Context: an optimization exercise on an open-source flow, tuned for small area, a short achievable clock period and few clock cycles per item. The choices shown serve that exercise and are no tape-out recipe.
RTL that was checked went through simulation tests only; none was proved equivalent to the original.
Function not checked in runs 1, 4 and 5: the RTL went through the layout flow alone.
Power figures rest on the tool's default switching activity, not on a simulated workload.

<file path="flow/flow/run.sh">
#!/bin/bash
# Standard ORFS layout (the standard.sh) with two changes to how it is
# made: timing repair aims for extra setup slack, and the clock tree uses
# clkbuf_16 for its root and trunk and clkbuf_8 for its leaves.
set -euo pipefail
CTS="-sink_clustering_enable -repair_clock_nets -buf_list sky130_fd_sc_hd__clkbuf_8 -root_buf sky130_fd_sc_hd__clkbuf_16 -tree_buf sky130_fd_sc_hd__clkbuf_16 -sink_clustering_size 14 -sink_clustering_max_diameter 50"
bash standard.sh SETUP_SLACK_MARGIN=6.7 "CTS_ARGS=$CTS" finish > standard.log 2>&1
</file>
<file path="flow/standard.sh">
#!/bin/bash
# synth_recipe.tcl (not shown) runs the flow's synth.tcl, then flattens the netlist and writes it again
# the make line also repeats each setting of config.mk as NAME=value (left out here)
make -C /OpenROAD-flow-scripts/flow DESIGN_CONFIG=/design/flow/config.mk WORK_HOME=/design/flow/orfs CLKGATE_MAP_FILE= SYNTH_SCRIPT=/design/flow/synth_recipe.tcl "${@:-finish}"
</file>
<file path="flow/config.mk">
export PLATFORM = sky130hd
export DESIGN_NAME = lz77_block_encoder
export DESIGN_NICKNAME = lz77_block_encoder
export VERILOG_FILES = /design/flow/design.v
export SDC_FILE = /design/flow/constraint.sdc
export NUM_CORES = 4
export LEC_CHECK = 0
export ABC_AREA = 1
export CAP_MARGIN = 20
export CORE_MARGIN = 2
export CORE_UTILIZATION = 65
export SLEW_MARGIN = 20
</file>
<file path="flow/constraint.sdc">
create_clock -name core_clock -period 10.0 [get_ports {clk}]
set_input_delay 2.0000 -clock core_clock [delete_from_list [all_inputs] [get_ports {clk}]]
set_output_delay 2.0000 -clock core_clock [all_outputs]
set_load 0.01 [all_outputs]
</file>
<file path="flow/design.v">
module lz77_block_encoder (
    input  wire        clk,
    input  wire        rst,         
    input  wire        in_valid,
    output wire        in_ready,
    input  wire [7:0]  in_data,
    input  wire        in_last,
    output wire        tok_valid,
    input  wire        tok_ready,
    output wire        tok_match,   
    output wire [7:0]  tok_value,   
    output wire [11:0] tok_dist,    
    output wire        tok_last     
);
    localparam integer N = 128;
    reg        in_rdy_r;
    reg        main_v;
    reg  [7:0] main_d;
    reg  [7:0] main_dn;               
    reg        main_end;              
    reg        skid_v, skid_l;
    reg  [7:0] skid_d;
    wire in_fire = in_valid & in_rdy_r;
    assign in_ready = in_rdy_r;
    reg  [7:0]   H [1:N-1];
    reg  [6:0]   qpos;                
    wire         A_fire;
    reg          vA;                  
    reg  [N-1:1] eA;
    reg          lastA;
    wire [6:0] qpos_nx = A_fire ? (main_end ? 7'd0 : qpos + 7'd1) : qpos;
    reg  [7:0]  hi_gt, hi_eq;
    reg  [15:0] lo_ge;
    wire [N-1:1] e_next;
    genvar gd;
    generate
        for (gd = 1; gd < N; gd = gd + 1) begin : g_cmp
            wire eq = (gd % 2) ? (H[gd] == main_d) : ((H[gd] ^ main_dn) == 8'hff);
            assign e_next[gd] = eq &&
                                (hi_gt[gd / 16] || (hi_eq[gd / 16] && lo_ge[gd % 16]));
        end
    endgenerate
    reg  [N-1:1] X1, X2;
    reg          M;                   
    reg  [1:0]   pend;                
    reg  [6:0]   L;                   
    wire [7:0]   b0 = H[1];
    wire [7:0]   b1 = H[2];
    wire [7:0]   b2 = H[3];
    reg  [1:0]   f;                   
    reg          fl_match;
    reg  [7:0]   flA, flB;
    reg          ov, sv;
    reg  [16:0]  o_tok, s_tok;
    wire         room = ~sv;
    wire         pop  = ov & tok_ready;
    wire         load_o = ~ov | tok_ready;
    wire [6:0]   far_d;
    wire [127:0] pv = {X2, 1'b0};
    wire [63:0] a1;  wire [63:0]  i1;
    wire [31:0] a2;  wire [63:0]  i2;
    wire [15:0] a3;  wire [47:0]  i3;
    wire [7:0]  a4;  wire [31:0]  i4;
    wire [3:0]  a5;  wire [19:0]  i5;
    wire [1:0]  a6;  wire [11:0]  i6;
    genvar g;
    generate
        for (g = 0; g < 64; g = g + 1) begin : l1
            assign a1[g] = pv[2*g+1] | pv[2*g];
            assign i1[g] = pv[2*g+1];
        end
        for (g = 0; g < 32; g = g + 1) begin : l2
            assign a2[g] = a1[2*g+1] | a1[2*g];
            assign i2[2*g+1:2*g] = a1[2*g+1] ? {1'b1, i1[2*g+1]} : {1'b0, i1[2*g]};
        end
        for (g = 0; g < 16; g = g + 1) begin : l3
            assign a3[g] = a2[2*g+1] | a2[2*g];
            assign i3[3*g+2:3*g] = a2[2*g+1] ? {1'b1, i2[4*g+3:4*g+2]} : {1'b0, i2[4*g+1:4*g]};
        end
        for (g = 0; g < 8; g = g + 1) begin : l4
            assign a4[g] = a3[2*g+1] | a3[2*g];
            assign i4[4*g+3:4*g] = a3[2*g+1] ? {1'b1, i3[6*g+5:6*g+3]} : {1'b0, i3[6*g+2:6*g]};
        end
        for (g = 0; g < 4; g = g + 1) begin : l5
            assign a5[g] = a4[2*g+1] | a4[2*g];
            assign i5[5*g+4:5*g] = a4[2*g+1] ? {1'b1, i4[8*g+7:8*g+4]} : {1'b0, i4[8*g+3:8*g]};
        end
        for (g = 0; g < 2; g = g + 1) begin : l6
            assign a6[g] = a5[2*g+1] | a5[2*g];
            assign i6[6*g+5:6*g] = a5[2*g+1] ? {1'b1, i5[10*g+9:10*g+5]} : {1'b0, i5[10*g+4:10*g]};
        end
    endgenerate
    assign far_d = a6[1] ? {1'b1, i6[11:6]} : {1'b0, i6[5:0]};
    wire [N-1:1] and_v = X2 & eA;
    wire         any   = |and_v;
    wire         eval  = M | (pend == 2'd2);
    wire         cont  = eval & any;
    wire flush_fire = (f != 2'd0) & room;
    wire B_fire     = vA & room & ~(lastA & f[1]);
    assign A_fire   = main_v & (~vA | B_fire);
    wire        emit_n  = B_fire & eval & ~any;
    wire [16:0] tok_n   = M ? {1'b0, 1'b1, 1'b0, L, far_d}
                            : {1'b0, 1'b0, b2, 7'd0};
    wire [16:0] tok_f   = fl_match  ? {1'b1, 1'b1, 1'b0, L, far_d}
                        : f[1]      ? {1'b0, 1'b0, flA, 7'd0}
                                    : {1'b1, 1'b0, flB, 7'd0};
    wire        wr      = flush_fire | emit_n;
    wire [16:0] tok_w   = flush_fire ? tok_f : tok_n;
    wire [1:0] pend_nx = M ? 2'd1 : (pend == 2'd2) ? 2'd2 : pend + 2'd1;
    assign tok_valid = ov;
    assign tok_last  = o_tok[16];
    assign tok_match = o_tok[15];
    assign tok_value = o_tok[14:7];
    assign tok_dist  = {5'd0, o_tok[6:0]};
    integer k;
    always @(posedge clk) begin
        if (A_fire) begin
            H[1] <= main_d;
            for (k = 2; k < N; k = k + 1) H[k] <= H[k-1];
            eA    <= e_next;
            lastA <= main_end;
        end
        if (B_fire) begin
            X1 <= eA;
            X2 <= cont ? and_v : (X1 & eA);
            if (cont) L <= M ? L + 7'd1 : 7'd3;
            if (lastA) begin
                flA <= b1;
                flB <= b0;
                fl_match <= cont;
            end
        end
    end
    always @(posedge clk) begin
        if (skid_v) begin
            if (A_fire) begin
                main_d   <= skid_d;
                main_dn  <= ~skid_d;
                main_end <= skid_l | (qpos_nx == 7'd127);
            end
        end else if (in_fire) begin
            if (~main_v | A_fire) begin
                main_d   <= in_data;
                main_dn  <= ~in_data;
                main_end <= in_last | (qpos_nx == 7'd127);
            end else begin
                skid_d <= in_data;
                skid_l <= in_last;
            end
        end
    end
    wire [16:0] o_new = sv ? s_tok : tok_w;
    always @(posedge clk) begin
        o_tok <= (o_new & {17{load_o}}) | (o_tok & {17{~load_o}});
        if (ov & ~tok_ready & ~sv)
            s_tok <= tok_w;
    end
    always @(posedge clk) begin
        if (rst) begin
            in_rdy_r <= 1'b1;
            main_v   <= 1'b0;
            skid_v   <= 1'b0;
            qpos     <= 7'd0;
            hi_gt    <= 8'd0;
            hi_eq    <= 8'd1;
            lo_ge    <= 16'd1;
            vA       <= 1'b0;
            M        <= 1'b0;
            pend     <= 2'd0;
            f        <= 2'd0;
            ov       <= 1'b0;
            sv       <= 1'b0;
        end else begin
            if (skid_v) begin
                if (A_fire) begin
                    skid_v   <= 1'b0;
                    in_rdy_r <= 1'b1;
                end
            end else if (in_fire) begin
                if (~main_v | A_fire) begin
                    main_v <= 1'b1;
                end else begin
                    skid_v   <= 1'b1;
                    in_rdy_r <= 1'b0;
                end
            end else if (A_fire) begin
                main_v <= 1'b0;
            end
            qpos <= qpos_nx;
            for (k = 0; k < 8; k = k + 1) begin
                hi_gt[k] <= (qpos_nx[6:4] > k);
                hi_eq[k] <= (qpos_nx[6:4] == k);
            end
            for (k = 0; k < 16; k = k + 1)
                lo_ge[k] <= (qpos_nx[3:0] >= k);
            if (A_fire)
                vA <= 1'b1;
            else if (B_fire)
                vA <= 1'b0;
            if (B_fire) begin
                if (lastA) begin
                    M    <= 1'b0;
                    pend <= 2'd0;
                end else begin
                    M    <= cont;
                    pend <= pend_nx;
                end
            end
            if (B_fire & lastA)
                f <= cont ? 2'd1 : pend_nx;
            else if (flush_fire)
                f <= f - 2'd1;
            if (load_o) begin
                ov <= sv | wr;
                sv <= 1'b0;
            end else if (wr) begin
                sv <= 1'b1;
            end
        end
    end
endmodule
</file>
==> results of run 1 <==
==> synth_stat cells, types with 4 or more instances <==
library cell / count / share of area
sky130_fd_sc_hd__clkbuf_1: 64 / 0.0037
sky130_fd_sc_hd__nor4_1: 111 / 0.011
sky130_fd_sc_hd__o211ai_1: 14 / 0.0016
sky130_fd_sc_hd__ha_1: 5 / 0.00097
sky130_fd_sc_hd__buf_4: 11 / 0.0013
sky130_fd_sc_hd__nand4_1: 79 / 0.0077
sky130_fd_sc_hd__nand2_2: 8 / 0.00078
sky130_fd_sc_hd__a2111oi_0: 9 / 0.0012
sky130_fd_sc_hd__inv_1: 225 / 0.013
sky130_fd_sc_hd__or2_2: 66 / 0.0064
sky130_fd_sc_hd__o22ai_1: 64 / 0.0062
sky130_fd_sc_hd__o21ai_0: 290 / 0.023
sky130_fd_sc_hd__buf_1: 10 / 0.00058
sky130_fd_sc_hd__nor2_2: 10 / 0.00097
sky130_fd_sc_hd__nand3b_1: 10 / 0.0012
sky130_fd_sc_hd__nand2_1: 637 / 0.037
sky130_fd_sc_hd__a22o_1: 11 / 0.0015
sky130_fd_sc_hd__o221a_2: 5 / 0.00088
sky130_fd_sc_hd__nor2_1: 319 / 0.019
sky130_fd_sc_hd__o2111ai_1: 57 / 0.0078
sky130_fd_sc_hd__xnor2_1: 285 / 0.039
sky130_fd_sc_hd__buf_2: 129 / 0.010
sky130_fd_sc_hd__a211oi_1: 37 / 0.0043
sky130_fd_sc_hd__dfxtp_1: 47 / 0.015
sky130_fd_sc_hd__xor2_1: 331 / 0.045
sky130_fd_sc_hd__a221oi_1: 93 / 0.013
sky130_fd_sc_hd__mux2i_1: 4 / 0.00062
sky130_fd_sc_hd__a31oi_1: 4 / 0.00039
sky130_fd_sc_hd__nor3_1: 31 / 0.0024
sky130_fd_sc_hd__inv_2: 9 / 0.00053
sky130_fd_sc_hd__a21oi_1: 97 / 0.0076
sky130_fd_sc_hd__edfxtp_1: 1482 / 0.69
sky130_fd_sc_hd__nand3_1: 228 / 0.018
==> stage by stage <==
stage	hold slack [ns]	TNS, ns	std cells	power, uW	area [um2]
global route	0.4654	0	6268	13990	69470
finish	0.4516	0	6275	13570	69490
detailed placement	0.4317	0	5998	9354	65770
CTS	0.4513	0	6254	13570	69260
floorplan	0.4206	-2265.22	4829	8901	64220
global placement	0.4294	0	5998	9321	65770
==> kinds of logic (layout without fill, tap and decap cells) <==
| group | after synthesis | in the layout | synth area share |
|---|---|---|---|
| flip-flops | 1529 | 1529 | 0.7080 |
| AND/OR/NAND/NOR | 1512 | 1518 | 0.1066 |
| other | 1 | 13 | 0.00005843 |
| buffers and inverters | 453 | 599 | 0.02973 |
| AO/OA/AOI/OAI | 704 | 704 | 0.06997 |
| adder cells (fa/ha/maj) | 5 | 5 | 0.0009747 |
| multiplexers | 4 | 4 | 0.0006238 |
| XOR/XNOR | 616 | 616 | 0.08406 |
==> power groups by stage <==
stage / clock (uW) / combinational (uW) / sequential [uW]
global route: 4600 / 1480 / 7920
detailed placement: 0 / 1340 / 8020
CTS: 4360 / 1340 / 7870
global placement: 0 / 1310 / 8010
floorplan: 0 / 890 / 8010
finish: 4340 / 1370 / 7870
==> cell usage in the layout (no fill, tap or decap), types with 57 or more instances in the layout <==
cell,count
sky130_fd_sc_hd__a21oi_1,97
sky130_fd_sc_hd__a221oi_1,93
sky130_fd_sc_hd__nand4_1,79
sky130_fd_sc_hd__nor2_1,317
sky130_fd_sc_hd__nor4_1,109
sky130_fd_sc_hd__clkbuf_8,147
sky130_fd_sc_hd__buf_4,59
sky130_fd_sc_hd__o21ai_0,290
sky130_fd_sc_hd__xor2_1,331
sky130_fd_sc_hd__o2111ai_1,57
sky130_fd_sc_hd__o22ai_1,64
sky130_fd_sc_hd__nand2_1,634
sky130_fd_sc_hd__inv_1,234
sky130_fd_sc_hd__or2_2,66
sky130_fd_sc_hd__xnor2_1,285
sky130_fd_sc_hd__edfxtp_1,1482
sky130_fd_sc_hd__nand3_1,228
==> worst max-delay path by stage <==
stage	start	to	slack, ns	cells past startpoint
6_report	register	tok_value[4]	6.67	1
5_1_grt	register	tok_value[4]	6.62	1
4_1_cts	register	tok_value[4]	6.61	1
3_3_place_gp	tok_ready	s_tok[15]$_DFFE_PP_	5.65	4
2_1_floorplan	lastA$_DFFE_PN_	main_end$_DFFE_PP_	-3.03	9
3_5_place_dp	sv$_SDFFE_PP0P_	H[59][3]$_DFFE_PN_	5.65	8
==> flip-flops by register name (all words and copies together), names as in the netlist, 6 cells and up, named ones only <==
register  flops
X1          127
L             7
eA          127
hi_gt         8
lo_ge        14
s_tok        17
hi_eq         8
flA           8
X2          127
skid_d        8
main_d        8
qpos          6
main_dn       8
flB           8
H          1016
==> layout make-up <==
| type | instances | area share |
|---|---|---|
| Timing Repair Buffer | 114 | 0.01736 |
| Timing Repair inverter | 1 | 0.0001260 |
| Clock buffer | 164 | 0.03524 |
| Tap cell | 1287 | 0.02317 |
| Antenna cell | 7 | 0.0002521 |
| Sequential cell | 1529 | 0.6541 |
| Clock inverter | 81 | 0.01233 |
| Multi-Input combinational cell | 2853 | 0.2442 |
| Inverter | 239 | 0.01325 |
==> metal layers <==
layer / up-vias / share of wire / wire (um)
met5: - / 0 / 0
li1: 17694 / - / -
met4: 0 / 0.029 / 4986
met1: 19898 / 0.40 / 69190
met2: 2267 / 0.45 / 76650
met3: 305 / 0.12 / 20960
==> what timing repair did <==
action	CTS	global route
hold buffers	0	0
buffers inserted	1	11
gates resized for setup	96	11
endpoints found under the setup margin	1213	561
cloned	10	3
pin swaps	2	2
==> impl_summary.log, run 1 <==
[metrics] flip-flop and latch count after synthesis: 1,529
[metrics] worst flop-to-flop path endpoint: eA[29]$_DFFE_PN_
[metrics] first drt pass iteration count: 6
[metrics] met3 global-route usage: 0.08217
[metrics] Starting DRT DRC Count: 5,686
[metrics] sw power: 3448 uW
[metrics] number of flops mapped to enable cells by yosys: 1,482
[metrics] count of maximum capacitance violations: 0
[metrics] layer with the highest usage after global routing: met1
[metrics] CTS Root Cell: sky130_fd_sc_hd__clkbuf_16
[metrics] CP Buf/Inv Count: 1
[metrics] sequential share of the synthesized area: 0.7080
[metrics] global routing usage summed across all routing layers: 0.3380
[metrics] post-synthesis cell count: 4,824
[metrics] critical path required time: 8.00 ns
[metrics] Synth-to-Final Area Change: 8.267%
[metrics] Least-Margin Pin Slew: 1.140 ns
[metrics] max_slew headroom: 0.2389
[metrics] cell leakage power: 0.02344 uW
[metrics] Max H-tree Level: 4
[metrics] number of distinct standard cells referenced by the synthesized netlist: 59
[metrics] final cell utilization of the core: 0.7081
[metrics] cts bufs inserted: 146
[metrics] period utilisation layout: 0.3329
[metrics] number of antenna violations at the first check in global routing: 5
[metrics] Clock Skew: 0.02988 ns
[metrics] average via count per standard cell: 6.401
[metrics] list of cells traversed by the critical path: buf_2
[metrics] critical register-to-register path startpoint: main_d[6]$_DFFE_PP_
[metrics] wire per inst: 27.38 um
[metrics] remaining design rule violation count: 0
[metrics] vias in the first global route: 38,108
[metrics] TritonCTS clock tree: yes
[metrics] PortBufs: 31
[metrics] routing usage on met1: 0.5004
[metrics] clock-pin slew of the registers on the worst-case setup and hold paths: 0.09 ns
[metrics] routability-driven placement congestion ratio: 0.8635
[metrics] wire length of the first global-routing pass: 248,200 um
[metrics] Cell Int Power: 10,120 uW
[metrics] netlist area before placement: 64,180 um2
[metrics] Final Slew Violations: 0
[metrics] Critical Path End Type: output pin
[metrics] cell with the largest stage delay on the worst path: sky130_fd_sc_hd__edfxtp_1
[metrics] setup repair after global routing missed its margin: yes
[metrics] die boundary width: 318.2 um
[metrics] initial cell density of the core: 0.6540
[metrics] count of cells along the worst hold path: 0
[metrics] number of nets at the end of the flow: 4,902
[metrics] cell depth of the worst flop-to-flop path: 8
[metrics] arrival time worst endpoint: 1.33 ns
[metrics] Final min period: 3.329 ns
[metrics] Combinational Power Share: 0.101
[metrics] number of nets still failing antenna checks after routing: 0
[metrics] post-synthesis area per instance: 13.30 um2
[metrics] switching fraction of total power: 0.2541
[metrics] pin count of the biggest net entering global routing: 102
[metrics] final wirelength: 171,800 um
[metrics] Die Area: 101,300 um2
[metrics] power density of the placed cells: 195.3 nW/um2
[metrics] clock network fraction of total power: 0.319
[metrics] Sequential Area: 45,450 um2
[metrics] multi-input gate area in the final layout: 16,970 um2
[metrics] startpoint type of the worst setup path: register
[metrics] largest delay contributor family on the critical path: flip-flops
[metrics] height of the die: 318.2 um
[metrics] maximum clock insertion buffer count: 3
[metrics] fraction of layout instances using a drive strength above 1: 0.09195
[metrics] final worst setup slack: 6.671 ns
[metrics] clock sink count: 1,529
[metrics] clock network latency to the later pin of the worst-skew pair: 0.75 ns
[metrics] Worst Min Path Start: H[83][2]$_DFFE_PN_
[metrics] sequential share of power: 0.580
[metrics] GRT Residual Overflow: 0
[metrics] flop-to-flop setup slack: 6.83 ns
[metrics] class of the worst hold path: register to register
[metrics] Final Hold Violating Endpoints: 0
[metrics] number of warning messages in the yosys log: 2
[metrics] Synth async-reset ratio: 0
[metrics] top-level I/O count: 37
[metrics] post-detail-place hpwl: 103,700 um
[metrics] outcome: timing/DRC/antenna clean
[metrics] largest voltage drop on the vdd net: 165.5 uV
[metrics] routed via count: 40,164
[metrics] met2 track utilization from global routing: 0.4992
[metrics] maximum operating frequency: 0.3004 GHz
[metrics] Post-Place Worst Slack: 5.649 ns
[metrics] CP peak stage delay: 0.44 ns
[metrics] CP Class: register to output pin
[metrics] maximum fanout encountered on the critical timing path: 1
[metrics] number of setup violations in the final report: 0
[metrics] row cnt: 115
[metrics] primary flip-flop cell chosen by synthesis mapping: sky130_fd_sc_hd__edfxtp_1
[metrics] FILL cells: 6,733
[metrics] core area: 98,130 um2
[metrics] end of the worst hold path: H[84][2]$_DFFE_PN_
==> run 2, diff against run 1 <==
--- a/flow/design.v
+++ b/flow/design.v
@@ -29,15 +29,14 @@
     reg  [N-1:1] eA;
     reg          lastA;
     wire [6:0] qpos_nx = A_fire ? (main_end ? 7'd0 : qpos + 7'd1) : qpos;
-    reg  [7:0]  hi_gt, hi_eq;
-    reg  [15:0] lo_ge;
-    wire [N-1:1] e_next;
+    reg  [6:0]   qposB;               
+    wire [N-1:1] e_next, validB;
     genvar gd;
     generate
         for (gd = 1; gd < N; gd = gd + 1) begin : g_cmp
-            wire eq = (gd % 2) ? (H[gd] == main_d) : ((H[gd] ^ main_dn) == 8'hff);
-            assign e_next[gd] = eq &&
-                                (hi_gt[gd / 16] || (hi_eq[gd / 16] && lo_ge[gd % 16]));
+            assign e_next[gd] = (gd % 2) ? (H[gd] == main_d)
+                                         : ((H[gd] ^ main_dn) == 8'hff);
+            assign validB[gd] = (qposB >= gd);
         end
     endgenerate
     reg  [N-1:1] X1, X2;
@@ -119,9 +118,10 @@
             for (k = 2; k < N; k = k + 1) H[k] <= H[k-1];
             eA    <= e_next;
             lastA <= main_end;
+            qposB <= qpos;
         end
         if (B_fire) begin
-            X1 <= eA;
+            X1 <= eA & validB;
             X2 <= cont ? and_v : (X1 & eA);
             if (cont) L <= M ? L + 7'd1 : 7'd3;
             if (lastA) begin
@@ -149,9 +149,9 @@
             end
         end
     end
-    wire [16:0] o_new = sv ? s_tok : tok_w;
-    always @(posedge clk) begin
-        o_tok <= (o_new & {17{load_o}}) | (o_tok & {17{~load_o}});
+    always @(posedge clk) begin
+        if (load_o)
+            o_tok <= sv ? s_tok : tok_w;
         if (ov & ~tok_ready & ~sv)
             s_tok <= tok_w;
     end
@@ -161,9 +161,6 @@
             main_v   <= 1'b0;
             skid_v   <= 1'b0;
             qpos     <= 7'd0;
-            hi_gt    <= 8'd0;
-            hi_eq    <= 8'd1;
-            lo_ge    <= 16'd1;
             vA       <= 1'b0;
             M        <= 1'b0;
             pend     <= 2'd0;
@@ -187,12 +184,6 @@
                 main_v <= 1'b0;
             end
             qpos <= qpos_nx;
-            for (k = 0; k < 8; k = k + 1) begin
-                hi_gt[k] <= (qpos_nx[6:4] > k);
-                hi_eq[k] <= (qpos_nx[6:4] == k);
-            end
-            for (k = 0; k < 16; k = k + 1)
-                lo_ge[k] <= (qpos_nx[3:0] >= k);
             if (A_fire)
                 vA <= 1'b1;
             else if (B_fire)
--- a/flow/flow/run.sh
+++ b/flow/flow/run.sh
@@ -4,4 +4,4 @@
 # clkbuf_16 for its root and trunk and clkbuf_8 for its leaves.
 set -euo pipefail
 CTS="-sink_clustering_enable -repair_clock_nets -buf_list sky130_fd_sc_hd__clkbuf_8 -root_buf sky130_fd_sc_hd__clkbuf_16 -tree_buf sky130_fd_sc_hd__clkbuf_16 -sink_clustering_size 14 -sink_clustering_max_diameter 50"
-bash standard.sh SETUP_SLACK_MARGIN=6.7 "CTS_ARGS=$CTS" finish > standard.log 2>&1
+bash standard.sh SETUP_SLACK_MARGIN=6.55 "CTS_ARGS=$CTS" finish > standard.log 2>&1
==> run 2 against run 1 <==
  * Area after synthesis shrank 0.64%
  * Routed wire length shrank 15%
  * Hold slack gained 0.0090 ns
  * Final area shrank 1.7%
  * Largest cell class unchanged
  * Highest routed layer is now met5
==> impl_summary.log, run 2 <==
[metrics] row cnt: 114 (was 115)
[metrics] maximum operating frequency: 0.2948 GHz (was 0.3004 GHz)
[metrics] Synth-to-Final Area Change: 7.083% (was 8.267%)
[metrics] Starting DRT DRC Count: 4,290 (was 5,686)
[metrics] GRT Residual Overflow: 0 (unchanged)
[metrics] flop-to-flop setup slack: 6.71 ns (was 6.83 ns)
[metrics] Critical Path End Type: output pin (unchanged)
[metrics] Worst Min Path Start: H[68][5]$_DFFE_PN_ (was H[83][2]$_DFFE_PN_)
[metrics] outcome: timing/DRC/antenna clean (unchanged)
[metrics] Final Hold Violating Endpoints: 0 (unchanged)
[metrics] number of warning messages in the yosys log: 2 (unchanged)
[metrics] Die Area: 100,600 um2 (was 101,300 um2)
[metrics] TritonCTS clock tree: yes (unchanged)
[metrics] final wirelength: 146,900 um (was 171,800 um)
[metrics] Least-Margin Pin Slew: 1.053 ns (was 1.140 ns)
[metrics] number of antenna violations at the first check in global routing: 2 (was 5)
[metrics] number of nets at the end of the flow: 4,646 (was 4,902)
[metrics] Final Slew Violations: 0 (unchanged)
[metrics] wire length of the first global-routing pass: 215,700 um (was 248,200 um)
[metrics] clock sink count: 1,507 (was 1,529)
[metrics] cell depth of the worst flop-to-flop path: 7 (was 8)
[metrics] max reg flops: 1,016 (unchanged)
[metrics] Total Neg Setup Slack: 0 ns (unchanged)
[metrics] end of the worst hold path: H[69][5]$_DFFE_PN_ (was H[84][2]$_DFFE_PN_)
[metrics] Post-synth top cells: 1,489 x sky130_fd_sc_hd__edfxtp_1, 512 x sky130_fd_sc_hd__xnor2_1, 508 x sky130_fd_sc_hd__xor2_1 (was 1,482 x sky130_fd_sc_hd__edfxtp_1, 637 x sky130_fd_sc_hd__nand2_1, 331 x sky130_fd_sc_hd__xor2_1)
[metrics] core area: 96,990 um2 (was 98,130 um2)
[metrics] flip-flop and latch count after synthesis: 1,507 (was 1,529)
[metrics] worst flop-to-flop path endpoint: H[9][4]$_DFFE_PN_ (was eA[29]$_DFFE_PN_)
[metrics] fraction of layout instances using a drive strength above 1: 0.05979 (was 0.09195)
[metrics] number of buffers inserted by post-CTS setup repair: 0 (was 1)
[metrics] maximum clock insertion buffer count: 3 (unchanged)
[metrics] global routing usage summed across all routing layers: 0.2923 (was 0.3380)
[metrics] routability-driven placement congestion ratio: 0.9425 (was 0.8635)
[metrics] area share of the largest cell type after synthesis: 0.7011 (was 0.6934)
[metrics] initial cell density of the core: 0.6575 (was 0.6540)
[metrics] max_slew headroom: 0.2981 (was 0.2389)
[metrics] netlist area before placement: 63,770 um2 (was 64,180 um2)
[metrics] CTS Root Cell: sky130_fd_sc_hd__clkbuf_16 (unchanged)
[metrics] maximum fanout encountered on the critical timing path: 1 (unchanged)
[metrics] height of the die: 317.2 um (was 318.2 um)
[metrics] hold buffer count at cts: 0 (unchanged)
[metrics] largest voltage drop on the vdd net: 122.9 uV (was 165.5 uV)
[metrics] number of setup violations in the final report: 0 (unchanged)
[metrics] PortBufs: 31 (unchanged)
[metrics] number of flops mapped to enable cells by yosys: 1,489 (was 1,482)
[metrics] average via count per standard cell: 6.037 (was 6.401)
[metrics] top-level I/O count: 37 (unchanged)
[metrics] setup repair after global routing missed its margin: no (was yes)
[metrics] post-synthesis area per instance: 13.95 um2 (was 13.30 um2)
[metrics] power density of the placed cells: 193.4 nW/um2 (was 195.3 nW/um2)
[metrics] post-detail-place hpwl: 88,610 um (was 103,700 um)
[metrics] period utilisation layout: 0.3392 (was 0.3329)
[metrics] post-synthesis cell count: 4,572 (was 4,824)
[metrics] critical register-to-register path startpoint: sv$_SDFFE_PP0P_ (was main_d[6]$_DFFE_PP_)
[metrics] sequential share of the synthesized area: 0.7068 (was 0.7080)
[metrics] Max H-tree Level: 4 (unchanged)
[metrics] count of cells along the worst hold path: 0 (unchanged)
[metrics] most common cell after layout, fill and taps aside: sky130_fd_sc_hd__edfxtp_1 (unchanged)
[metrics] critical path required time: 8.00 ns (about the same)
[metrics] class of the worst hold path: register to register (unchanged)
[metrics] die boundary width: 317.2 um (was 318.2 um)
[metrics] leading cell type by number of instances after synthesis: sky130_fd_sc_hd__edfxtp_1 (unchanged)
[metrics] count of maximum capacitance violations: 0 (unchanged)
[metrics] number of nets still failing antenna checks after routing: 0 (unchanged)
[metrics] startpoint type of the worst setup path: register (unchanged)
[metrics] CP peak stage delay: 0.38 ns (was 0.44 ns)
[metrics] arrival time worst endpoint: 1.39 ns (was 1.33 ns)
[metrics] routed via count: 36,076 (was 40,164)
[metrics] pin count of the biggest net entering global routing: 177 (was 102)
[metrics] Synth async-reset ratio: 0 (unchanged)
[metrics] top cells by area, synth: sky130_fd_sc_hd__edfxtp_1 70%, sky130_fd_sc_hd__xnor2_1 7.0%, sky130_fd_sc_hd__xor2_1 7.0% (was sky130_fd_sc_hd__edfxtp_1 69%, sky130_fd_sc_hd__xor2_1 4.5%, sky130_fd_sc_hd__xnor2_1 3.9%)
[metrics] number of distinct standard cells referenced by the synthesized netlist: 46 (was 59)
[metrics] number of antenna diodes: 0 (was 7)
[metrics] cell leakage power: 0.02297 uW (was 0.02344 uW)
[metrics] cell total after placement: 5,758 (was 5,998)
[metrics] cts bufs inserted: 141 (was 146)
[metrics] list of cells traversed by the critical path: dlygate4sd2_1 (was buf_2)
[metrics] first drt pass iteration count: 6 (unchanged)
[metrics] Yosys top cell by area: sky130_fd_sc_hd__edfxtp_1 (unchanged)
[metrics] Clock Skew: 0.02886 ns (was 0.02988 ns)
[metrics] vias in the first global route: 34,524 (was 38,108)
[metrics] wire per inst: 24.58 um (was 27.38 um)
[metrics] cell with the largest stage delay on the worst path: sky130_fd_sc_hd__edfxtp_1 (unchanged)
[metrics] CP Buf/Inv Count: 1 (unchanged)
[metrics] register name with the most flops: H (unchanged)
[metrics] CP Class: register to output pin (unchanged)
[metrics] primary flip-flop cell chosen by synthesis mapping: sky130_fd_sc_hd__edfxtp_1 (unchanged)
[metrics] clock-pin slew of the registers on the worst-case setup and hold paths: 0.09 ns (about the same)
[metrics] remaining design rule violation count: 0 (unchanged)
[metrics] total power: 13,210 uW (was 13,570 uW)
[metrics] non-filler cells, final: 5,976 (was 6,275)
[metrics] final worst setup slack: 6.608 ns (was 6.671 ns)
[metrics] Post-Place Worst Slack: 6.049 ns (was 5.649 ns)
[metrics] Final min period: 3.392 ns (was 3.329 ns)
[metrics] leading cell types in the layout, fill and taps excluded: 1,489 x sky130_fd_sc_hd__edfxtp_1, 512 x sky130_fd_sc_hd__xnor2_1, 508 x sky130_fd_sc_hd__xor2_1 (was 1,482 x sky130_fd_sc_hd__edfxtp_1, 634 x sky130_fd_sc_hd__nand2_1, 331 x sky130_fd_sc_hd__xor2_1)
[metrics] clock network latency to the later pin of the worst-skew pair: 0.73 ns (was 0.75 ns)
[metrics] largest delay contributor family on the critical path: flip-flops (unchanged)
-- run 2: final cells by class --
type	count	area, um2
sequential	1507	45080
fill	6571	28700
multi-input combinational	2709	17130
clock buffer	143	2160
tap	1276	1597
timing repair buffer	77	855.8
inverter	192	734.5
clock inverter	72	730.7
-- run 2: report_power, final --
part | switching (uW) | total [uW] | internal, uW
sequential | 281 | 7790 | 7510
clock | 2100 | 3980 | 1880
combinational | 957 | 1440 | 482
-- run 2: logic make-up after synthesis --
family	after synthesis	synth area share
flip-flops	1507	0.7068
AND/OR/NAND/NOR	1314	0.09384
XOR/XNOR	1020	0.1401
AO/OA/AOI/OAI	362	0.03231
buffers and inverters	361	0.02562
adder cells (fa/ha/maj)	5	0.0009810
multiplexers	2	0.0003139
other	1	0.00005880
-- run 2: how the worst max path moves through the flow --
stage                              startpoint            endpoint  slack (ns)  cells after the start
final                      o_tok[2]$_DFFE_PP_         tok_dist[2]        6.61                      1
after global routing       o_tok[2]$_DFFE_PP_         tok_dist[2]        6.56                      1
after CTS                 o_tok[13]$_DFFE_PP_        tok_value[6]        6.56                      1
after detailed placement            tok_ready  s_tok[6]$_DFFE_PP_        6.05                      4
after global placement              tok_ready  s_tok[4]$_DFFE_PP_        6.09                      4
after floorplan               lastA$_DFFE_PN_   X1[100]$_DFFE_PP_        5.26                      3
-- run 2: layer usage --
metal  track usage  routed length (um)  vias up
met1        0.4351               63510    18117
met2        0.4588               68780     1462
met4       0.07757                3313        4
met3       0.04317               11240      250
li1              -                   -    16243
met5             0                  27        -
-- run 2: through the flow --
step,instance area (um2),hold slack (ns),util
after floorplan,63840,0.4244,-
after global placement,65310,0.4485,0.6733
after detailed placement,65310,0.4543,0.6733
after CTS,68240,0.4650,0.7036
after global routing,68290,0.4766,0.7041
final,68290,0.4605,0.7041
-- run 2: timing repair --
action                     4_1_cts  5_1_grt
gates resized for setup         27        5
pin swaps                        0        1
setup endpoints to repair      484      301
gates cloned                     1        2
Testbench counts of run 2, summed over its fixed seeds: cycles 43,506, bytes 43,472.
==> run 3, diff against run 2 <==
--- a/flow/config.mk
+++ b/flow/config.mk
@@ -8,5 +8,5 @@
 export ABC_AREA = 1
 export CAP_MARGIN = 20
 export CORE_MARGIN = 2
-export CORE_UTILIZATION = 65
+export CORE_UTILIZATION = 78
 export SLEW_MARGIN = 20
==> run 3 against run 2 <==
  * Still clean on timing, DRC and antenna
  * Core utilization is 13 points higher
  * Clock skew is 0.0013 ns lower
  * Cell count is 3.9% lower
  * Clock-buffer cell count is 8 lower
  * Global-route usage is 5.4 points higher
  * Flip-flop and latch count stayed put
==> impl_summary.log, run 3 <==
[metrics] outcome: timing/DRC/antenna clean (unchanged)
[metrics] initial cell density of the core: 0.7905 (was 0.6575)
[metrics] cts bufs inserted: 134 (was 141)
[metrics] TritonCTS clock tree: yes (unchanged)
[metrics] number of antenna violations at the first check in global routing: 4 (was 2)
[metrics] PortBufs: 31 (unchanged)
[metrics] vias in the first global route: 36,666 (was 34,524)
[metrics] maximum fanout encountered on the critical timing path: 88 (was 1)
[metrics] hold buffer count at cts: 0 (unchanged)
[metrics] wire per inst: 25.28 um (was 24.58 um)
[metrics] arrival time worst endpoint: 3.81 ns (was 1.39 ns)
[metrics] number of flops mapped to enable cells by yosys: 1,489 (unchanged)
[metrics] row cnt: 104 (was 114)
[metrics] cell total after placement: 5,542 (was 5,758)
[metrics] core area: 80,680 um2 (was 96,990 um2)
[metrics] CP Launch Point: eA[73]$_DFFE_PN_ (was o_tok[2]$_DFFE_PP_)
[metrics] max_slew headroom: 0.2410 (was 0.2981)
[metrics] class of the worst hold path: register to register (unchanged)
[metrics] met3 WL post-DR: 16,600 um (was 11,240 um)
[metrics] flip-flop and latch count after synthesis: 1,507 (unchanged)
[metrics] Final min period: 3.374 ns (was 3.392 ns)
[metrics] maximum clock insertion buffer count: 3 (unchanged)
[metrics] non-filler cells, final: 5,740 (was 5,976)
[metrics] Area after DPL: 65,020 um2 (was 65,310 um2)
[metrics] max reg flops: 1,016 (unchanged)
[metrics] design area: 67,650 um2 (was 68,290 um2)
[metrics] critical path required time: 10.44 ns (was 8.00 ns)
[metrics] Starting DRT DRC Count: 5,167 (was 4,290)
[metrics] Synth async-reset ratio: 0 (unchanged)
[metrics] first drt pass iteration count: 6 (unchanged)
[metrics] startpoint type of the worst setup path: register (unchanged)
[metrics] routability-driven placement congestion ratio: 0.9351 (was 0.9425)
[metrics] die boundary width: 289.9 um (was 317.2 um)
[metrics] Yosys top cell by area: sky130_fd_sc_hd__edfxtp_1 (unchanged)
[metrics] number of setup violations in the final report: 0 (unchanged)
[metrics] wire length of the first global-routing pass: 217,300 um (was 215,700 um)
[metrics] netlist area before placement: 63,770 um2 (unchanged)
[metrics] average via count per standard cell: 6.475 (was 6.037)
[metrics] Critical Path End Type: register (was output pin)
[metrics] leading cell type by number of instances after synthesis: sky130_fd_sc_hd__edfxtp_1 (unchanged)
[metrics] final worst setup slack: 6.626 ns (was 6.608 ns)
[metrics] post-detail-place hpwl: 87,430 um (was 88,610 um)
[metrics] clock-pin slew of the registers on the worst-case setup and hold paths: 0.09 ns (about the same)
[metrics] top-level I/O count: 37 (unchanged)
[metrics] area share of the largest cell type after synthesis: 0.7011 (unchanged)
[metrics] height of the die: 289.9 um (was 317.2 um)
[metrics] Final Hold Violating Endpoints: 0 (unchanged)
[metrics] Worst Min Path Start: H[119][1]$_DFFE_PN_ (was H[68][5]$_DFFE_PN_)
[metrics] Final Slew Violations: 0 (unchanged)
[metrics] primary flip-flop cell chosen by synthesis mapping: sky130_fd_sc_hd__edfxtp_1 (unchanged)
[metrics] cell leakage power: 0.02276 uW (was 0.02297 uW)
[metrics] Total Neg Setup Slack: 0 ns (unchanged)
[metrics] clock sink count: 1,507 (unchanged)
[metrics] number of distinct standard cells referenced by the synthesized netlist: 46 (unchanged)
[metrics] number of nets still failing antenna checks after routing: 0 (unchanged)
[metrics] CP Class: register to register (was register to output pin)
[metrics] fraction of layout instances using a drive strength above 1: 0.05622 (was 0.05979)
[metrics] Max H-tree Level: 4 (unchanged)
[metrics] post-synthesis cell count: 4,572 (unchanged)
[metrics] top cells by area, synth: sky130_fd_sc_hd__edfxtp_1 70%, sky130_fd_sc_hd__xnor2_1 7.0%, sky130_fd_sc_hd__xor2_1 7.0% (unchanged)
[metrics] highest metal used: met5 (unchanged)
[metrics] Post-Place Worst Slack: 6.062 ns (was 6.049 ns)
[metrics] period utilisation layout: 0.3374 (was 0.3392)
[metrics] leading cell types in the layout, fill and taps excluded: 1,489 x sky130_fd_sc_hd__edfxtp_1, 512 x sky130_fd_sc_hd__xnor2_1, 508 x sky130_fd_sc_hd__xor2_1 (unchanged)
[metrics] met2 wirelength from detailed routing: 67,610 um (was 68,780 um)
[metrics] post-synthesis area per instance: 13.95 um2 (unchanged)
[metrics] global routing usage summed across all routing layers: 0.3467 (was 0.2923)
[metrics] power density of the placed cells: 190.0 nW/um2 (was 193.4 nW/um2)
[metrics] most common cell after layout, fill and taps aside: sky130_fd_sc_hd__edfxtp_1 (unchanged)
[metrics] number of warning messages in the yosys log: 2 (unchanged)
[metrics] FILL cells: 4,033 (was 6,571)
[metrics] routed via count: 37,165 (was 36,076)
[metrics] Synth-to-Final Area Change: 6.076% (was 7.083%)
[metrics] CTS Root Cell: sky130_fd_sc_hd__clkbuf_16 (unchanged)
[metrics] register name with the most flops: H (unchanged)
[metrics] GRT Residual Overflow: 0 (unchanged)
[metrics] maximum operating frequency: 0.2964 GHz (was 0.2948 GHz)
[metrics] Post-synth top cells: 1,489 x sky130_fd_sc_hd__edfxtp_1, 512 x sky130_fd_sc_hd__xnor2_1, 508 x sky130_fd_sc_hd__xor2_1 (unchanged)
[metrics] remaining design rule violation count: 0 (unchanged)
[metrics] critical register-to-register path startpoint: eA[73]$_DFFE_PN_ (was sv$_SDFFE_PP0P_)
[metrics] detailed-route wire length on metal 1: 55,730 um (was 63,510 um)
[metrics] final wirelength: 145,100 um (was 146,900 um)
[metrics] number of nets at the end of the flow: 4,640 (was 4,646)
[metrics] Least-Margin Pin Slew: 1.134 ns (was 1.053 ns)
[metrics] pin count of the biggest net entering global routing: 208 (was 177)
[metrics] count of maximum capacitance violations: 0 (unchanged)
[metrics] Die Area: 84,060 um2 (was 100,600 um2)
[metrics] largest voltage drop on the vdd net: 160.8 uV (was 122.9 uV)
[metrics] total power: 12,850 uW (was 13,210 uW)
[metrics] setup repair after global routing missed its margin: yes (was no)
[metrics] number of buffers inserted by post-CTS setup repair: 0 (unchanged)
[metrics] sequential share of the synthesized area: 0.7068 (unchanged)
[metrics] clock network latency to the later pin of the worst-skew pair: 0.72 ns (was 0.73 ns)
[metrics] Clock Skew: 0.02760 ns (was 0.02886 ns)
## run 3: final cells by class
type / instances / area (um2) / share of cell area
Tap cell: 1060 / 1326 / 0.01961
Clock buffer: 135 / 2049 / 0.03030
Antenna cell: 2 / 5.005 / 0.00007398
Multi-Input combinational cell: 2709 / 17130 / 0.2532
Inverter: 192 / 739.5 / 0.01093
Sequential cell: 1507 / 45080 / 0.6664
Timing Repair Buffer: 78 / 870.8 / 0.01287
Clock inverter: 57 / 451.7 / 0.006677
## run 3: power by group
part / leakage (uW) / internal [uW] / switching, uW
sequential: 0.0141 / 7510 / 284
combinational: 0.00739 / 484 / 970
clock: 0.00132 / 1540 / 2070
total: 0.0228 / 9530 / 3330
## run 3: routing by layer
metal | vias to the layer above | GRT usage
li1 | 16217 | -
met1 | 18220 | 0.4980
met2 | 2357 | 0.5423
met3 | 369 | 0.06671
met4 | 2 | 0.1267
met5 | - | 0
## run 3: per-stage QoR
stage | hold slack, ns | utilization
after floorplan | 0.4244 | -
after global placement | 0.4484 | 0.8059
after detailed placement | 0.4538 | 0.8059
after CTS | 0.4695 | 0.8374
after global routing | 0.4719 | 0.8384
final | 0.4608 | 0.8385
## run 3: cells by family (layout without fill, tap and decap cells)
| kind of cell | after synthesis | after routing | share of synthesized area |
|---|---|---|---|
| simple gates | 1314 | 1315 | 0.09384 |
| xor+xnor | 1020 | 1020 | 0.1401 |
| other cells | 1 | 7 | 0.00005880 |
| compound gates | 362 | 362 | 0.03231 |
| buf+inv | 361 | 462 | 0.02562 |
| flops | 1507 | 1507 | 0.7068 |
| mux | 2 | 2 | 0.0003139 |
| fa+ha+maj | 5 | 5 | 0.0009810 |
## run 3: what timing repair did
action,CTS,global route
cloned,1,1
pin swaps,0,1
resized for setup,25,6
setup endpoints to repair,713,331
## run 3: final timing paths
check	slack, ns	depth (start not counted)	end
worst max-delay path	6.63	11	X2[124]$_DFFE_PP_
worst max register to register	6.63	11	X2[124]$_DFFE_PP_
worst min register to register	0.46	0	H[120][1]$_DFFE_PN_
worst min-delay path	0.46	0	H[120][1]$_DFFE_PN_
## run 3: worst max-delay path: stages, from the launching register on
cell                       delay (ns)
sky130_fd_sc_hd__edfxtp_1        0.44
sky130_fd_sc_hd__nand2_1         0.11
sky130_fd_sc_hd__nand2_1         0.07
sky130_fd_sc_hd__nor2_1          0.15
sky130_fd_sc_hd__nand2_1         0.10
sky130_fd_sc_hd__nor2_1          0.38
sky130_fd_sc_hd__nand2_1         0.12
sky130_fd_sc_hd__nor2_1          0.15
sky130_fd_sc_hd__nand2_2         0.23
sky130_fd_sc_hd__nand2_8         0.46
sky130_fd_sc_hd__buf_6           0.55
sky130_fd_sc_hd__o21ai_0         0.18
==> run 4, diff against run 3 <==
--- a/flow/design.v
+++ b/flow/design.v
@@ -51,9 +51,11 @@
     reg  [7:0]   flA, flB;
     reg          ov, sv;
     reg  [16:0]  o_tok, s_tok;
+    reg  [16:0]  o_keep_n;            
     wire         room = ~sv;
     wire         pop  = ov & tok_ready;
     wire         load_o = ~ov | tok_ready;
+    wire [16:0]  o_new;
     wire [6:0]   far_d;
     wire [127:0] pv = {X2, 1'b0};
     wire [63:0] a1;  wire [63:0]  i1;
@@ -105,6 +107,7 @@
                                     : {1'b1, 1'b0, flB, 7'd0};
     wire        wr      = flush_fire | emit_n;
     wire [16:0] tok_w   = flush_fire ? tok_f : tok_n;
+    assign      o_new   = sv ? s_tok : tok_w;
     wire [1:0] pend_nx = M ? 2'd1 : (pend == 2'd2) ? 2'd2 : pend + 2'd1;
     assign tok_valid = ov;
     assign tok_last  = o_tok[16];
@@ -150,8 +153,9 @@
         end
     end
     always @(posedge clk) begin
+        o_tok <= load_o ? o_new : ~o_keep_n;
         if (load_o)
-            o_tok <= sv ? s_tok : tok_w;
+            o_keep_n <= ~o_new;
         if (ov & ~tok_ready & ~sv)
             s_tok <= tok_w;
     end
--- a/flow/flow/run.sh
+++ b/flow/flow/run.sh
@@ -4,4 +4,4 @@
 # clkbuf_16 for its root and trunk and clkbuf_8 for its leaves.
 set -euo pipefail
 CTS="-sink_clustering_enable -repair_clock_nets -buf_list sky130_fd_sc_hd__clkbuf_8 -root_buf sky130_fd_sc_hd__clkbuf_16 -tree_buf sky130_fd_sc_hd__clkbuf_16 -sink_clustering_size 14 -sink_clustering_max_diameter 50"
-bash standard.sh SETUP_SLACK_MARGIN=6.55 "CTS_ARGS=$CTS" finish > standard.log 2>&1
+bash standard.sh SETUP_SLACK_MARGIN=6.7 "CTS_ARGS=$CTS" finish > standard.log 2>&1
--- a/flow/config.mk
+++ b/flow/config.mk
@@ -8,5 +8,5 @@
 export ABC_AREA = 1
 export CAP_MARGIN = 20
 export CORE_MARGIN = 2
-export CORE_UTILIZATION = 78
+export CORE_UTILIZATION = 65
 export SLEW_MARGIN = 20
==> run 4 against run 3 <==
  * Critical endpoint is now tok_value[2]
  * Flip-flop and latch count grew 17
  * Non-clock buffer count rose by 16
  * First-iteration DRC count decreased by 15%
  * Sequential share of layout area fell by 1.1 points
==> impl_summary.log, run 4 <==
[metrics] outcome: timing/DRC/antenna clean (unchanged)
[metrics] wire length of the first global-routing pass: 217,400 um (was 217,300 um)
[metrics] flop-to-flop setup slack: 6.80 ns (was 6.63 ns)
[metrics] leading cell types in the layout, fill and taps excluded: 1,489 x sky130_fd_sc_hd__edfxtp_1, 511 x sky130_fd_sc_hd__xor2_1, 505 x sky130_fd_sc_hd__xnor2_1 (was 1,489 x sky130_fd_sc_hd__edfxtp_1, 512 x sky130_fd_sc_hd__xnor2_1, 508 x sky130_fd_sc_hd__xor2_1)
[metrics] GRT Residual Overflow: 0 (unchanged)
[metrics] CP Buf/Inv Count: 1 (unchanged)
[metrics] arrival time worst endpoint: 1.25 ns (was 3.81 ns)
[metrics] flip-flop and latch count after synthesis: 1,524 (was 1,507)
[metrics] Worst Min Path Start: o_keep_n[5]$_DFFE_PN_ (was H[119][1]$_DFFE_PN_)
[metrics] Starting DRT DRC Count: 4,417 (was 5,167)
[metrics] startpoint type of the worst setup path: register (unchanged)
[metrics] clock sink count: 1,524 (was 1,507)
[metrics] post-synthesis area per instance: 14.00 um2 (was 13.95 um2)
[metrics] period utilisation layout: 0.3248 (was 0.3374)
[metrics] Yosys top cell by area: sky130_fd_sc_hd__edfxtp_1 (unchanged)
[metrics] first drt pass iteration count: 6 (unchanged)
[metrics] number of flops mapped to enable cells by yosys: 1,489 (unchanged)
[metrics] maximum operating frequency: 0.3079 GHz (was 0.2964 GHz)
[metrics] die boundary width: 318.8 um (was 289.9 um)
[metrics] cell with the largest stage delay on the worst path: sky130_fd_sc_hd__dfxtp_1 (was sky130_fd_sc_hd__buf_6)
[metrics] Die Area: 101,700 um2 (was 84,060 um2)
[metrics] row cnt: 115 (was 104)
[metrics] Synth async-reset ratio: 0 (unchanged)
[metrics] vias in the first global route: 35,204 (was 36,666)
[metrics] largest delay contributor family on the critical path: flip-flops (was simple AND/OR/NAND/NOR gates)
[metrics] cell depth of the worst flop-to-flop path: 13 (was 11)
[metrics] global routing usage summed across all routing layers: 0.2883 (was 0.3467)
[metrics] leading cell type by number of instances after synthesis: sky130_fd_sc_hd__edfxtp_1 (unchanged)
[metrics] multi-input gate area in the final layout: 17,300 um2 (was 17,130 um2)
[metrics] cell total after placement: 5,810 (was 5,542)
[metrics] count of cells along the worst hold path: 1 (was 0)
[metrics] Final min period: 3.248 ns (was 3.374 ns)
[metrics] primary flip-flop cell chosen by synthesis mapping: sky130_fd_sc_hd__edfxtp_1 (unchanged)
[metrics] Area after DPL: 66,000 um2 (was 65,020 um2)
[metrics] setup repair after global routing missed its margin: no (was yes)
[metrics] top cells by area, synth: sky130_fd_sc_hd__edfxtp_1 69%, sky130_fd_sc_hd__xor2_1 6.9%, sky130_fd_sc_hd__xnor2_1 6.9% (was sky130_fd_sc_hd__edfxtp_1 70%, sky130_fd_sc_hd__xnor2_1 7.0%, sky130_fd_sc_hd__xor2_1 7.0%)
[metrics] number of warning messages in the yosys log: 2 (unchanged)
[metrics] height of the die: 318.8 um (was 289.9 um)
[metrics] routed via count: 36,204 (was 37,165)
[metrics] average via count per standard cell: 5.973 (was 6.475)
[metrics] maximum fanout encountered on the critical timing path: 1 (was 88)
[metrics] final wirelength: 145,800 um (was 145,100 um)
[metrics] final worst setup slack: 6.752 ns (was 6.626 ns)
[metrics] Final Hold Violating Endpoints: 0 (unchanged)
[metrics] list of cells traversed by the critical path: clkdlybuf4s15_2 (was nand2_1, nand2_1, nor2_1, nand2_1, nor2_1, nand2_1, nor2_1, nand2_2, nand2_8, buf_6, o21ai_0)
[metrics] end of the worst hold path: o_tok[5]$_DFF_P_ (was H[120][1]$_DFFE_PN_)
[metrics] core area: 98,280 um2 (was 80,680 um2)
[metrics] post-detail-place hpwl: 88,200 um (was 87,430 um)
[metrics] wire per inst: 24.06 um (was 25.28 um)
[metrics] Synth-to-Final Area Change: 7.579% (was 6.076%)
[metrics] CTS Root Cell: sky130_fd_sc_hd__clkbuf_16 (unchanged)
[metrics] most common cell after layout, fill and taps aside: sky130_fd_sc_hd__edfxtp_1 (unchanged)
[metrics] Final Slew Violations: 0 (unchanged)
[metrics] cts bufs inserted: 145 (was 134)
[metrics] worst flop-to-flop path endpoint: M$_SDFFE_PP0P_ (was X2[124]$_DFFE_PP_)
[metrics] Sequential Area: 45,420 um2 (was 45,080 um2)
[metrics] FILL cells: 6,671 (was 4,033)
[metrics] netlist area before placement: 64,430 um2 (was 63,770 um2)
[metrics] CP Class: register to output pin (was register to register)
[metrics] power density of the placed cells: 196.2 nW/um2 (was 190.0 nW/um2)
[metrics] max reg flops: 1,016 (unchanged)
[metrics] TritonCTS clock tree: yes (unchanged)
[metrics] area share of the largest cell type after synthesis: 0.6940 (was 0.7011)
[metrics] number of antenna violations at the first check in global routing: 2 (was 4)
[metrics] Least-Margin Pin Slew: 1.058 ns (was 1.134 ns)
[metrics] routability-driven placement congestion ratio: 0.9131 (was 0.9351)
[metrics] critical path required time: 8.00 ns (was 10.44 ns)
[metrics] pin count of the biggest net entering global routing: 105 (was 208)
[metrics] Clock Skew: 0.02451 ns (was 0.02760 ns)
[metrics] PortBufs: 31 (unchanged)
[metrics] largest voltage drop on the vdd net: 143.8 uV (was 160.8 uV)
[metrics] number of setup violations in the final report: 0 (unchanged)
[metrics] sequential share of the synthesized area: 0.7048 (was 0.7068)
[metrics] register name with the most flops: H (unchanged)
[metrics] Max H-tree Level: 4 (unchanged)
[metrics] maximum clock insertion buffer count: 3 (unchanged)
[metrics] number of nets still failing antenna checks after routing: 0 (unchanged)
[metrics] initial cell density of the core: 0.6556 (was 0.7905)
[metrics] count of maximum capacitance violations: 0 (unchanged)
[metrics] class of the worst hold path: register to register (unchanged)
[metrics] clock network latency to the later pin of the worst-skew pair: 0.74 ns (was 0.72 ns)
[metrics] design area: 69,310 um2 (was 67,650 um2)
[metrics] top-level I/O count: 37 (unchanged)
[metrics] CP peak stage delay: 0.31 ns (was 0.55 ns)
[metrics] critical register-to-register path startpoint: eA[110]$_DFFE_PN_ (was eA[73]$_DFFE_PN_)
[metrics] fraction of layout instances using a drive strength above 1: 0.07795 (was 0.05622)
[metrics] clock-pin slew of the registers on the worst-case setup and hold paths: 0.08 ns (was 0.09 ns)
[metrics] remaining design rule violation count: 0 (unchanged)
[metrics] total number of cells along the worst setup path: 1 (was 11)
[metrics] Post-synth top cells: 1,489 x sky130_fd_sc_hd__edfxtp_1, 511 x sky130_fd_sc_hd__xor2_1, 505 x sky130_fd_sc_hd__xnor2_1 (was 1,489 x sky130_fd_sc_hd__edfxtp_1, 512 x sky130_fd_sc_hd__xnor2_1, 508 x sky130_fd_sc_hd__xor2_1)
[metrics] number of nets at the end of the flow: 4,701 (was 4,640)
[metrics] Post-Place Worst Slack: 5.543 ns (was 6.062 ns)
[metrics] Critical Path End Type: output pin (was register)
[metrics] cell leakage power: 0.02330 uW (was 0.02276 uW)
[metrics] max_slew headroom: 0.2949 (was 0.2410)
[metrics] number of distinct standard cells referenced by the synthesized netlist: 53 (was 46)
[metrics] post-synthesis cell count: 4,602 (was 4,572)
[metrics] non-filler cells, final: 6,061 (was 5,740)
run 4: cell families after synthesis:
logic type / share of synthesized area
mux: 0.002641
other cells: 0.00005820
xor+xnor: 0.1381
simple gates: 0.09255
compound gates: 0.03290
buf+inv: 0.02793
flops: 0.7048
fa+ha+maj: 0.0009710
run 4: cell type report:
cell class / instances / share of cell area
multi-input combinational: 2688 / 0.2496
clock inverter: 77 / 0.009766
clock buffer: 159 / 0.03433
tap: 1287 / 0.02323
timing repair inverter: 1 / 0.00007220
timing repair buffer: 94 / 0.01482
inverter: 229 / 0.01278
sequential: 1524 / 0.6553
antenna: 2 / 0.00007220
run 4: worst max-delay path by stage:
stage	to	startpoint
6_report	tok_value[2]	o_tok[9]$_DFF_P_
5_1_grt	tok_last	o_tok[16]$_DFF_P_
4_1_cts	tok_last	o_tok[16]$_DFF_P_
3_5_place_dp	s_tok[3]$_DFFE_PP_	tok_ready
3_3_place_gp	s_tok[0]$_DFFE_PP_	tok_ready
2_1_floorplan	H[100][0]$_DFFE_PN_	sv$_SDFFE_PP0P_
run 4: what timing repair did:
item | CTS | global route
resized for setup | 98 | 9
hold endpoints to repair | 0 | 0
setup endpoints to repair | 1034 | 659
buffers inserted | 2 | 4
pin swaps | 2 | 1
cloned | 5 | 1
hold buffers | 0 | 0
run 4: report_power, final:
part / internal [uW] / switching (uW) / leakage [uW] / total [uW]
registers: 7630 / 287 / 0.0142 / 7910
logic: 544 / 1080 / 0.00755 / 1620
clock network: 1900 / 2170 / 0.00158 / 4070
run 4: stage by stage:
| stage | TNS [ns] | util | total power [uW] | hold WS (ns) |
|---|---|---|---|---|
| 6_report | 0 | 0.7053 | 13600 | 0.4255 |
| 5_1_grt | 0 | 0.7053 | 14090 | 0.4381 |
| 4_1_cts | 0 | 0.7046 | 13660 | 0.4292 |
| 3_5_place_dp | 0 | 0.6716 | 9660 | 0.4171 |
| 3_3_place_gp | 0 | 0.6716 | 9610 | 0.4167 |
| 2_1_floorplan | -9864.03 | - | 9341 | 0.4072 |
run 4: layer usage:
metal	GRT usage	vias to the layer above	wire length, um
met2	0.4432	1526	67100
met3	0.04407	260	11700
met1	0.4287	17996	63010
met5	0	-	0
met4	0.09352	0	3998
li1	-	16422	-
==> run 5, diff against run 4 <==
--- a/flow/flow/run.sh
+++ b/flow/flow/run.sh
@@ -4,4 +4,4 @@
 # clkbuf_16 for its root and trunk and clkbuf_8 for its leaves.
 set -euo pipefail
 CTS="-sink_clustering_enable -repair_clock_nets -buf_list sky130_fd_sc_hd__clkbuf_8 -root_buf sky130_fd_sc_hd__clkbuf_16 -tree_buf sky130_fd_sc_hd__clkbuf_16 -sink_clustering_size 14 -sink_clustering_max_diameter 50"
-bash standard.sh SETUP_SLACK_MARGIN=6.7 "CTS_ARGS=$CTS" finish > standard.log 2>&1
+bash standard.sh SETUP_SLACK_MARGIN=6.85 "CTS_ARGS=$CTS" finish > standard.log 2>&1
==> run 5 against run 4 <==
  * Highest routed layer unchanged
  * Non-clock buffer count fell by 2
  * Cell count barely moved
  * Final area rose by 0.15%
  * Register-to-register slack improved by 0.06 ns
  * Largest power group unchanged
  * Power rose by 0.16%
  * Fmax rose by 2.1%
  * Combinational power barely moved
  * Sequential share of layout area fell by 0.084 points
  * Still clean
==> impl_summary.log, run 5 <==
[metrics] Starting DRT DRC Count: 4,337 (was 4,417)
[metrics] Synth async-reset ratio: 0 (unchanged)
[metrics] critical path required time: 8.00 ns (about the same)
[metrics] register name with the most flops: H (unchanged)
[metrics] remaining design rule violation count: 0 (unchanged)
[metrics] maximum operating frequency: 0.3145 GHz (was 0.3079 GHz)
[metrics] number of setup violations in the final report: 0 (unchanged)
[metrics] CP Buf/Inv Count: 1 (unchanged)
[metrics] CTS Root Cell: sky130_fd_sc_hd__clkbuf_16 (unchanged)
[metrics] maximum clock insertion buffer count: 3 (unchanged)
[metrics] Synth-to-Final Area Change: 7.739% (was 7.579%)
[metrics] netlist area before placement: 64,430 um2 (unchanged)
[metrics] post-detail-place hpwl: 88,200 um (unchanged)
[metrics] wire length of the first global-routing pass: 218,000 um (was 217,400 um)
[metrics] Final Hold Violating Endpoints: 0 (unchanged)
[metrics] count of maximum capacitance violations: 0 (unchanged)
[metrics] Yosys top cell by area: sky130_fd_sc_hd__edfxtp_1 (unchanged)
[metrics] area share of the largest cell type after synthesis: 0.6940 (unchanged)
[metrics] setup repair after global routing missed its margin: yes (was no)
[metrics] number of nets still failing antenna checks after routing: 0 (unchanged)
[metrics] PortBufs: 31 (unchanged)
[metrics] average via count per standard cell: 5.974 (was 5.973)
[metrics] CP Class: register to output pin (unchanged)
[metrics] most common cell after layout, fill and taps aside: sky130_fd_sc_hd__edfxtp_1 (unchanged)
[metrics] number of flops mapped to enable cells by yosys: 1,489 (unchanged)
[metrics] largest voltage drop on the vdd net: 143.3 uV (was 143.8 uV)
[metrics] list of cells traversed by the critical path: buf_6 (was clkdlybuf4s15_2)
[metrics] end of the worst hold path: o_tok[5]$_DFF_P_ (unchanged)
[metrics] post-synthesis cell count: 4,602 (unchanged)
[metrics] power density of the placed cells: 196.3 nW/um2 (was 196.2 nW/um2)
[metrics] outcome: timing/DRC/antenna clean (unchanged)
[metrics] GRT Residual Overflow: 0 (unchanged)
[metrics] die boundary width: 318.8 um (unchanged)
[metrics] number of nets at the end of the flow: 4,701 (unchanged)
[metrics] final wirelength: 146,200 um (was 145,800 um)
[metrics] Final Slew Violations: 0 (unchanged)
[metrics] clock sink count: 1,524 (unchanged)
[metrics] Least-Margin Pin Slew: 1.067 ns (was 1.058 ns)
[metrics] TritonCTS clock tree: yes (unchanged)
[metrics] Post-synth top cells: 1,489 x sky130_fd_sc_hd__edfxtp_1, 511 x sky130_fd_sc_hd__xor2_1, 505 x sky130_fd_sc_hd__xnor2_1 (unchanged)
[metrics] number of antenna violations at the first check in global routing: 2 (unchanged)
[metrics] flop-to-flop setup slack: 6.86 ns (was 6.80 ns)
[metrics] routed via count: 36,217 (was 36,204)
[metrics] class of the worst hold path: register to register (unchanged)
[metrics] post-synthesis area per instance: 14.00 um2 (unchanged)
[metrics] core area: 98,280 um2 (unchanged)
[metrics] cts bufs inserted: 145 (unchanged)
[metrics] number of warning messages in the yosys log: 2 (unchanged)
[metrics] top-level I/O count: 37 (unchanged)
[metrics] Clock Skew: 0.02389 ns (was 0.02451 ns)
[metrics] row cnt: 115 (unchanged)
[metrics] flip-flop and latch count after synthesis: 1,524 (unchanged)
[metrics] cell depth of the worst flop-to-flop path: 6 (was 13)
[metrics] clock-pin slew of the registers on the worst-case setup and hold paths: 0.09 ns (was 0.08 ns)
[metrics] maximum fanout encountered on the critical timing path: 2 (was 1)
[metrics] sequential share of the synthesized area: 0.7048 (unchanged)
[metrics] clock network latency to the later pin of the worst-skew pair: 0.73 ns (was 0.74 ns)
[metrics] max_slew headroom: 0.2885 (was 0.2949)
[metrics] height of the die: 318.8 um (unchanged)
[metrics] Area after DPL: 66,000 um2 (unchanged)
[metrics] top cells by area, synth: sky130_fd_sc_hd__edfxtp_1 69%, sky130_fd_sc_hd__xor2_1 6.9%, sky130_fd_sc_hd__xnor2_1 6.9% (unchanged)
[metrics] Critical Path End Type: output pin (unchanged)
[metrics] vias in the first global route: 35,262 (was 35,204)
[metrics] worst flop-to-flop path endpoint: X1[105]$_DFFE_PP_ (was M$_SDFFE_PP0P_)
[metrics] startpoint type of the worst setup path: register (unchanged)
[metrics] critical register-to-register path startpoint: qposB[1]$_DFFE_PN_ (was eA[110]$_DFFE_PN_)
[metrics] primary flip-flop cell chosen by synthesis mapping: sky130_fd_sc_hd__edfxtp_1 (unchanged)
[metrics] period utilisation layout: 0.3180 (was 0.3248)
[metrics] cell with the largest stage delay on the worst path: sky130_fd_sc_hd__dfxtp_2 (was sky130_fd_sc_hd__dfxtp_1)
[metrics] arrival time worst endpoint: 1.18 ns (was 1.25 ns)
[metrics] max reg flops: 1,016 (unchanged)
[metrics] fraction of layout instances using a drive strength above 1: 0.07963 (was 0.07795)
[metrics] cell leakage power: 0.02335 uW (was 0.02330 uW)
[metrics] leading cell types in the layout, fill and taps excluded: 1,489 x sky130_fd_sc_hd__edfxtp_1, 511 x sky130_fd_sc_hd__xor2_1, 505 x sky130_fd_sc_hd__xnor2_1 (unchanged)
[metrics] routability-driven placement congestion ratio: 0.9131 (unchanged)
[metrics] largest delay contributor family on the critical path: flip-flops (unchanged)
[metrics] non-filler cells, final: 6,062 (was 6,061)
[metrics] leading cell type by number of instances after synthesis: sky130_fd_sc_hd__edfxtp_1 (unchanged)
[metrics] Max H-tree Level: 4 (unchanged)
[metrics] Worst Min Path Start: o_keep_n[5]$_DFFE_PN_ (unchanged)
[metrics] count of cells along the worst hold path: 1 (unchanged)
[metrics] cell total after placement: 5,810 (unchanged)
[metrics] Die Area: 101,700 um2 (unchanged)
[metrics] Final min period: 3.180 ns (was 3.248 ns)
[metrics] first drt pass iteration count: 6 (unchanged)
[metrics] CP peak stage delay: 0.34 ns (was 0.31 ns)
[metrics] design area: 69,420 um2 (was 69,310 um2)
[metrics] number of distinct standard cells referenced by the synthesized netlist: 53 (unchanged)
[metrics] pin count of the biggest net entering global routing: 105 (unchanged)
[metrics] initial cell density of the core: 0.6556 (unchanged)
[metrics] wire per inst: 24.11 um (was 24.06 um)
[metrics] global routing usage summed across all routing layers: 0.2892 (was 0.2883)
[run 5: cell counts after synthesis]
No cell type changed its count.
[run 5: worst max-delay path by stage]
| stage | from | endpoint | slack [ns] | cells past startpoint |
|---|---|---|---|---|
| after detailed placement | tok_ready | s_tok[3]$_DFFE_PP_ | 5.54 | 5 |
| after global placement | tok_ready | s_tok[0]$_DFFE_PP_ | 5.26 | 5 |
| after floorplan | sv$_SDFFE_PP0P_ | H[100][0]$_DFFE_PN_ | -8.54 | 6 |
| after CTS | o_tok[1]$_DFF_P_ | tok_dist[1] | 6.77 | 1 |
| after global routing | ov$_SDFFE_PP0N_ | tok_valid | 6.78 | 1 |
| final | in_rdy_r$_SDFFE_PP1P_ | in_ready | 6.82 | 1 |
[run 5: layout make-up]
type	instances	area [um2]
Clock buffer	159	2380
Sequential cell	1524	45430
Inverter	229	889.6
Tap cell	1287	1610
Antenna cell	3	7.507
Timing Repair Buffer	92	1091
Fill cell	6663	28860
Clock inverter	77	676.9
Multi-Input combinational cell	2689	17320
Timing Repair inverter	2	12.51
[run 5: kinds of logic (layout without fill, tap and decap cells)]
| family | count (synthesis) | after routing | share of synthesized area |
|---|---|---|---|
| AND/OR/NAND/NOR | 1273 | 1277 | 0.09255 |
| buffers and inverters | 397 | 559 | 0.02793 |
| flip-flops | 1524 | 1524 | 0.7048 |
| AO/OA/AOI/OAI | 369 | 369 | 0.03290 |
| other | 1 | 8 | 0.00005820 |
| multiplexers | 17 | 17 | 0.002641 |
| adder cells (fa/ha/maj) | 5 | 5 | 0.0009710 |
| XOR/XNOR | 1016 | 1016 | 0.1381 |
[run 5: what timing repair did]
action                                  4_1_cts  5_1_grt
setup buffers                                 4        0
hold endpoints to repair                      0        0
hold buffers                                  0        0
gates cloned                                  7        2
endpoints found under the setup margin     1036      274
gates resized for setup                     126       18
pin swaps                                     2        1
[run 5: routing by layer]
layer | wire length, um | vias to the layer above | GRT usage | share of wire
met5 | 0 | - | 0 | 0
met3 | 11780 | 274 | 0.04331 | 0.081
li1 | - | 16411 | - | -
met2 | 66990 | 1525 | 0.4456 | 0.46
met4 | 4093 | 0 | 0.09184 | 0.028
met1 | 63320 | 18007 | 0.4307 | 0.43
[run 5: power breakdown]
| part | internal [uW] | switching [uW] | total (uW) |
|---|---|---|---|
| Clock | 1900 | 2160 | 4060 |
| Combinational | 560 | 1080 | 1640 |
| Sequential | 7630 | 291 | 7920 |
[run 5: through the flow]
| stage | utilization | hold slack [ns] | setup slack, ns | TNS, ns | power [uW] |
|---|---|---|---|---|---|
| 6_report | 0.7063 | 0.4197 | 6.820 | 0 | 13620 |
| 5_1_grt | 0.7063 | 0.4381 | 6.780 | 0 | 14120 |
| 4_1_cts | 0.7052 | 0.4218 | 6.774 | 0 | 13670 |
| 3_5_place_dp | 0.6716 | 0.4171 | 5.543 | 0 | 9660 |
| 3_3_place_gp | 0.6716 | 0.4167 | 5.261 | 0 | 9610 |
| 2_1_floorplan | - | 0.4072 | -8.538 | -9864.03 | 9341 |

## port drivers added, routing unchanged
In the flow no input, the clock included, has a driving cell. The finished layouts below were timed again as built, in two steps. Step 1 sets driving cells, clkbuf_16 on the clock port and buf_2 on the other inputs (assumed; they add their load-dependent delay and slew). Step 2, shift: input delay + t, output delay - t, t = (earliest + latest rising clock arrival at the registers) / 2. This alone moves slack from input paths to output paths. Slacks: ideal ports / drivers / drivers and shift; pairs: ideal ports / drivers.
run | shift t [ns] | setup WS [ns]
run 1 | 0.803 | 6.671 / 6.599 / 6.168
run 2 | 0.782 | 6.608 / 6.538 / 6.083
run 3 | 0.786 | 6.626 / 6.550 / 6.052
run 4 | 0.805 | 6.752 / 6.672 / 6.091
run 5 | 0.805 | 6.820 / 6.737 / 6.167
After both steps setup and hold are still met in every run listed.
